This design comes from an exercise in tuning for small area, a short achievable clock period and few clock cycles per item on the open sky130 flow, not from production work. Where RTL was checked, it was by simulation tests only, not by an equivalence proof against the original. Power is estimated from default activity; no workload was simulated.

== run A ==
==> flow/design.v (excerpt) <==
module pcmon_top (
    input  wire       clk,
    input  wire       rst_n,        
    input  wire       rst_in_n,     
    input  wire       rx_valid,
    input  wire       rx_err,
    input  wire [7:0] rx_data,
    output wire       rx_ready,
    output reg  [7:0] duty1,
    output reg  [7:0] duty2,
    output reg  [7:0] duty3,
    output reg  [7:0] duty4,
    output reg        net_tx,
    output reg        net_rx,
    output reg        act,
    output wire       busy,
    output wire       pix_valid,
    output wire [6:0] pix_x,
    output wire [5:0] pix_y,
    output wire       pix_on,
    output wire       pix_flush,
    input  wire       pix_ready
);
    localparam [1:0] K_RESET  = 2'd0;
    localparam [1:0] K_SETIND = 2'd1;
    localparam [1:0] K_NET    = 2'd2;
    localparam [1:0] K_RENDER = 2'd3;
    wire        idle;
    wire        svc       = idle;
    assign      busy      = ~idle;
    assign      rx_ready  = svc & rst_in_n;
    wire        byte_take = rx_ready & rx_valid & ~rx_err;
    wire        fin, len0, ok;
    wire [1:0]  kind;
    wire [5:0]  low;
    wire        qshift;
    wire [5:0]  q0, q5, q6, q7;
    pcmon_decoder u_dec (
        .clk       (clk),
        .shift     (qshift),
        .byte_in   (rx_data),
        .q0        (q0),
        .q5        (q5),
        .q6        (q6),
        .q7        (q7)
    );
    wire fin_setind = fin & ok & (kind == K_SETIND);
    wire fin_net    = fin & ok & (kind == K_NET);
    wire fin_reset  = (fin | len0) & (kind == K_RESET);
    pcmon_render u_render (
        .clk       (clk),
        .rst_n     (rst_n),
        .byte_valid(byte_take),
        .byte_in   (rx_data),
        .q0        (q0),
        .qshift    (qshift),
        .fin       (fin),
        .len0      (len0),
        .kind      (kind),
        .ok        (ok),
        .low_bits  (low),
        .idle      (idle),
        .pix_valid (pix_valid),
        .pix_x     (pix_x),
        .pix_y     (pix_y),
        .pix_on    (pix_on),
        .pix_flush (pix_flush),
        .pix_ready (pix_ready)
    );
    wire clr_duty = ~rst_in_n | (rx_valid & ~rx_err & fin_reset);
  ...
==> flow/config.mk <==
export PLATFORM = sky130hd
export DESIGN_NAME = pcmon_top
export DESIGN_NICKNAME = pcmon_top
export VERILOG_FILES = /design/flow/design.v
export SDC_FILE = /design/flow/constraint.sdc
export NUM_CORES = 4
export LEC_CHECK = 0
export CAP_MARGIN = 20
export CORE_MARGIN = 2
export CORE_UTILIZATION = 40
export SETUP_SLACK_MARGIN = 4.2
export SLEW_MARGIN = 20
==> flow/constraint.sdc <==
create_clock -name core_clock -period 7.5 [get_ports {clk}]
set_input_delay 1.5000 -clock core_clock [delete_from_list [all_inputs] [get_ports {clk}]]
set_output_delay 1.5000 -clock core_clock [all_outputs]
set_load 0.01 [all_outputs]
standard.sh (not shown) runs the stock make flow with config.mk's settings and CLKGATE_MAP_FILE= SYNTH_SCRIPT=/design/flow/synth_recipe.tcl, a recipe that flattens the netlist after the stock synthesis.
==> flow/flow/run.sh <==
#!/bin/bash
# The standard layout, with every port buffered by a plain sky130 buffer
# (buf_1) instead of the delay buffer buffer_ports picks by itself, and a
# clock tree of clkbuf_4/clkbuf_8 cells without dummy loads.
set -euo pipefail
export BUFFER_PORTS_ARGS="-buffer_cell sky130_fd_sc_hd__buf_1"
export CTS_ARGS="-sink_clustering_enable -repair_clock_nets -sink_clustering_size 30 -sink_clustering_max_diameter 100 -buf_list {sky130_fd_sc_hd__clkbuf_8} -root_buf sky130_fd_sc_hd__clkbuf_8 -dont_use_dummy_load"
bash standard.sh > standard.log 2>&1
The final layout from run A, which completed every stage, passed the timing, design-rule and antenna checks at the end of the flow.
Testbench counts of run A, summed over its fixed seeds: cycles 133,748, frames 384.
#### Input delta (run B over run A)
- a change of SETUP_SLACK_MARGIN from 4.2 to 4.3
diff --git a/flow/flow/run.sh b/flow/flow/run.sh
--- a/flow/flow/run.sh
+++ b/flow/flow/run.sh
@@ -7 +7 @@
-export CTS_ARGS="-sink_clustering_enable -repair_clock_nets -sink_clustering_size 30 -sink_clustering_max_diameter 100 -buf_list {sky130_fd_sc_hd__clkbuf_8} -root_buf sky130_fd_sc_hd__clkbuf_8 -dont_use_dummy_load"
+export CTS_ARGS="-sink_clustering_enable -sink_clustering_size 24 -sink_clustering_max_diameter 150 -sink_clustering_levels 1 -buf_list {sky130_fd_sc_hd__clkbuf_8} -root_buf sky130_fd_sc_hd__clkbuf_8 -repair_clock_nets -dont_use_dummy_load"
--- outcome ---
- Looking at fraction of standard cell area that is sequential, run B sits 0.58 points lower than run A does.
- Diff run A -> run B: via count essentially unchanged, number of vias per cell decreased 0.43%.
- met2 as the layer with the highest usage was reported by run B, and met1 by run A.
Here is what was changed in the inputs of run C compared with run B.
- SETUP_SLACK_MARGIN now 4.4, was 4.3
diff --git a/flow/flow/run.sh b/flow/flow/run.sh
--- a/flow/flow/run.sh
+++ b/flow/flow/run.sh
@@ -7 +7 @@
-export CTS_ARGS="-sink_clustering_enable -sink_clustering_size 24 -sink_clustering_max_diameter 150 -sink_clustering_levels 1 -buf_list {sky130_fd_sc_hd__clkbuf_8} -root_buf sky130_fd_sc_hd__clkbuf_8 -repair_clock_nets -dont_use_dummy_load"
+export CTS_ARGS="-sink_clustering_enable -repair_clock_nets -sink_clustering_size 30 -sink_clustering_max_diameter 100 -buf_list {sky130_fd_sc_hd__clkbuf_8} -root_buf sky130_fd_sc_hd__clkbuf_8 -dont_use_dummy_load"
Results
Delta (run C minus run B): timing-limited maximum frequency now sits at about the same level; least setup slack across all paths after layout rose 0.0059 ns. Worst hold slack came out lower on run C than on run B.
What run D does differently from run C at the input level:
- SETUP_SLACK_MARGIN changed from 4.4 to 4.3
diff --git a/flow/flow/run.sh b/flow/flow/run.sh
--- a/flow/flow/run.sh
+++ b/flow/flow/run.sh
@@ -7 +7 @@
-export CTS_ARGS="-sink_clustering_enable -repair_clock_nets -sink_clustering_size 30 -sink_clustering_max_diameter 100 -buf_list {sky130_fd_sc_hd__clkbuf_8} -root_buf sky130_fd_sc_hd__clkbuf_8 -dont_use_dummy_load"
+export CTS_ARGS="-buf_list {sky130_fd_sc_hd__clkbuf_8 sky130_fd_sc_hd__clkbuf_16} -root_buf sky130_fd_sc_hd__clkbuf_16 -repair_clock_nets -dont_use_dummy_load -distance_between_buffers 100"
[summary]
- Run D finished every step from synthesis to the final layout, and the layout passed the timing, design-rule and antenna checks.
- [compare] base=run C new=run D: proportion of cell area occupied by multi-input gates down 1.0 points; first-iteration DRC count went up about 11%; worst-case clock skew down 0.0059 ns; final cell count barely changed.
- Fraction of met2 tracks used by global routing in run D is 0.55 points below run C.
- Diff run C -> run D | first-pass GRT wire length | decrease of 2.2%
- Lower power after layout among run D and run C: run C

## rev 12
Another version of the RTL of pcmon_top (not shown whole).
For scale: about 700 cells after synthesis, about 170 flip-flops, about 67 I/O pins, about 7800 sq um of cells after synthesis.
export LEC_CHECK = 0
export CAP_MARGIN = 20
export CORE_MARGIN = 2
export CORE_UTILIZATION = 40
export CTS_BUF_LIST = sky130_fd_sc_hd__clkbuf_4 sky130_fd_sc_hd__clkbuf_8
export CTS_CLUSTER_SIZE = 40
export SETUP_SLACK_MARGIN = 4.3
export SLEW_MARGIN = 20
create_clock -name core_clock -period 7.5 [get_ports {clk}]
==> flow/flow/run.sh <==
#!/bin/bash
# The standard layout, with every port buffered by a plain sky130 buffer
# (buf_1) instead of the delay buffer buffer_ports picks by itself, and a
# clock tree of clkbuf_4/clkbuf_8 cells without dummy loads.
set -euo pipefail
export BUFFER_PORTS_ARGS="-buffer_cell sky130_fd_sc_hd__buf_1"
export CTS_ARGS="-sink_clustering_enable -repair_clock_nets -sink_clustering_size 30 -sink_clustering_max_diameter 100 -buf_list {sky130_fd_sc_hd__clkbuf_8} -root_buf sky130_fd_sc_hd__clkbuf_8 -dont_use_dummy_load"
bash standard.sh > standard.log 2>&1
Rev 12 finished end to end and its layout was clean on timing, DRC and antenna.
Testbench counts of rev 12, summed over its fixed seeds: cycles 133,748, frames 384.
Modified inputs, rev 13 compared to rev 12
- a deleted CTS_BUF_LIST that had been sky130_fd_sc_hd__clkbuf_4 sky130_fd_sc_hd__clkbuf_8
- a change of SETUP_SLACK_MARGIN from 4.3 to 4.15
- a deleted CTS_CLUSTER_SIZE that had been 40
Per the comparison of rev 13 with rev 12, routed wire length on met2 shows a reduction of 150 um; cell area reported after detailed placement flat; utilization comparable; relative area change from synthesis to final layout shrank by 0.18 points.
met3 usage for rev 13 is lower than for rev 12.
There was hardly any difference in power between rev 13 and rev 12.
On number of placed cells counting well taps, rev 13 and rev 12 are neck and neck.
Fraction of area in registers across rev 13 and rev 12: no real change.
Against rev 12, met3 routed wirelength in rev 13 fell by more than a quarter.
| count of placed standard cells in the final layout, fillers left out | rev 12 vs rev 13 | ≈ equal |

main:
Another version of the RTL of pcmon_top (not shown whole).
For scale: ~700 cells after synthesis, roughly 170 flip-flops, about 67 I/O pins.
export LEC_CHECK = 0
export CAP_MARGIN = 20
export CORE_MARGIN = 2
export CORE_UTILIZATION = 40
export SETUP_SLACK_MARGIN = 4.2
export SLEW_MARGIN = 20
create_clock -name core_clock -period 7.5 [get_ports {clk}]
Scripts as last shown in full above: flow/flow/run.sh
Modified inputs, the feature branch compared to main
# main
export LEC_CHECK = 0
export CAP_MARGIN = 20
export CORE_MARGIN = 2
export CORE_UTILIZATION = 40
export SETUP_SLACK_MARGIN = 4.2
export SLEW_MARGIN = 20
create_clock -name core_clock -period 7.5 [get_ports {clk}]
# the feature branch
export LEC_CHECK = 0
export CAP_MARGIN = 20
export CORE_MARGIN = 2
export CORE_UTILIZATION = 40
export SETUP_SLACK_MARGIN = 4.3
export SLEW_MARGIN = 20
create_clock -name core_clock -period 7.5 [get_ports {clk}]
[summary]
Between the feature branch and main, the design area figures differ only marginally.
Comparing the feature branch and main, overall via count from detail_route is lower on main.
Worst setup slack after layout: the feature branch vs main — no meaningful difference
Diff the feature branch..main | routed wire length | negligible
Function was not checked in any run of this note: the RTL went through the layout flow alone.

P:
pcmon_top, a different RTL version from the one above (not shown whole).
For scale: about 720 cells after synthesis, ~170 flip-flops, roughly 67 I/O pins, roughly 8100 um^2 of cells after synthesis.
Settings: LEC_CHECK=0, CAP_MARGIN=20, CORE_MARGIN=2, CORE_UTILIZATION=65, CTS_BUF_LIST=sky130_fd_sc_hd__clkbuf_4 sky130_fd_sc_hd__clkbuf_8, CTS_CLUSTER_SIZE=40, SETUP_SLACK_MARGIN=4.3, SLEW_MARGIN=20; clock period 7.5 ns.
==> flow/flow/run.sh <==
#!/bin/bash
# The standard layout, with every port buffered by a plain sky130 buffer
# (buf_1) instead of the delay buffer buffer_ports picks by itself.
set -euo pipefail
export BUFFER_PORTS_ARGS="-buffer_cell sky130_fd_sc_hd__buf_1"
bash standard.sh > standard.log 2>&1
P finished all stages; the layout is clean.
#### Input delta (Q over P)
Settings: CORE_UTILIZATION now 40, was 65.
Notes after the runs:
The met2 layer wire length in the routed design of Q is lower than that of P.
Measured against each other, Q and P differ in worst slew slack as a fraction of its limit, the higher figure coming from Q.
Q against P: number of tapcells went up 102, wire length went up 300 um, non-clock buffer count went up 4.2%, post-layout instance count excluding filler cells went up 11%, share of the final layout cell area in multi-input gates went down 0.54 points.
Q gives more length of routed wiring on met1 than P did.
From P to Q the numbers moved as follows: overall via count from detail_route moved down, design area moved up.
No functional check of the RTL was part of any run of this note.

[what the ideal ports hide]
No port has a modelled driver above. Below, the same layouts with a new extraction and two added sets of constraints.
Step 1 assumes that a clkbuf_16 drives the clock port and a buf_2 every other input.
Step 2 moves the port delays by t, midway between the first and last clock arrival at a register: inputs arrive t later, outputs are due t later. That takes back most of the time a late clock gives input paths.
Slacks: no drivers / after step 1 / after step 2; pairs: no drivers / after step 1.
| run | t, ns | slack for setup (ns) | hold WS [ns] | slew at the worst register clock pin (ns) |
|---|---|---|---|---|
| run A | 0.472 | 4.176 / 4.117 / 3.727 | 0.397 / 0.397 / 0.397 | 0.09 / 0.09 |
| run B | 0.479 | 4.191 / 4.152 / 3.955 | 0.402 / 0.402 / 0.402 | 0.09 / 0.09 |
| run C | 0.477 | 4.197 / 4.127 / 3.984 | 0.396 / 0.396 / 0.396 | 0.09 / 0.09 |
| run D | 0.468 | 4.195 / 4.156 / 3.957 | 0.406 / 0.406 / 0.406 | 0.06 / 0.06 |
| rev 12 | 0.484 | 4.147 / 4.107 / 3.947 | 0.400 / 0.400 / 0.400 | 0.09 / 0.09 |
| rev 13 | 0.475 | 4.137 / 4.097 / 3.944 | 0.397 / 0.397 / 0.397 | 0.09 / 0.09 |
| main | 0.471 | 4.141 / 4.109 / 3.838 | 0.412 / 0.412 / 0.412 | 0.09 / 0.09 |
| the feature branch | 0.473 | 4.139 / 4.107 / 3.993 | 0.412 / 0.412 / 0.412 | 0.09 / 0.09 |
| P | 0.481 | 4.146 / 4.108 / 3.883 | 0.420 / 0.420 / 0.420 | 0.09 / 0.09 |
| Q | 0.492 | 4.189 / 4.157 / 3.756 | 0.407 / 0.407 / 0.407 | 0.10 / 0.10 |
After both steps every run listed still meets setup and hold. For run A, which loses most, drivers alone change the setup slack by -0.059 ns; drivers and shift together by -0.449 ns.
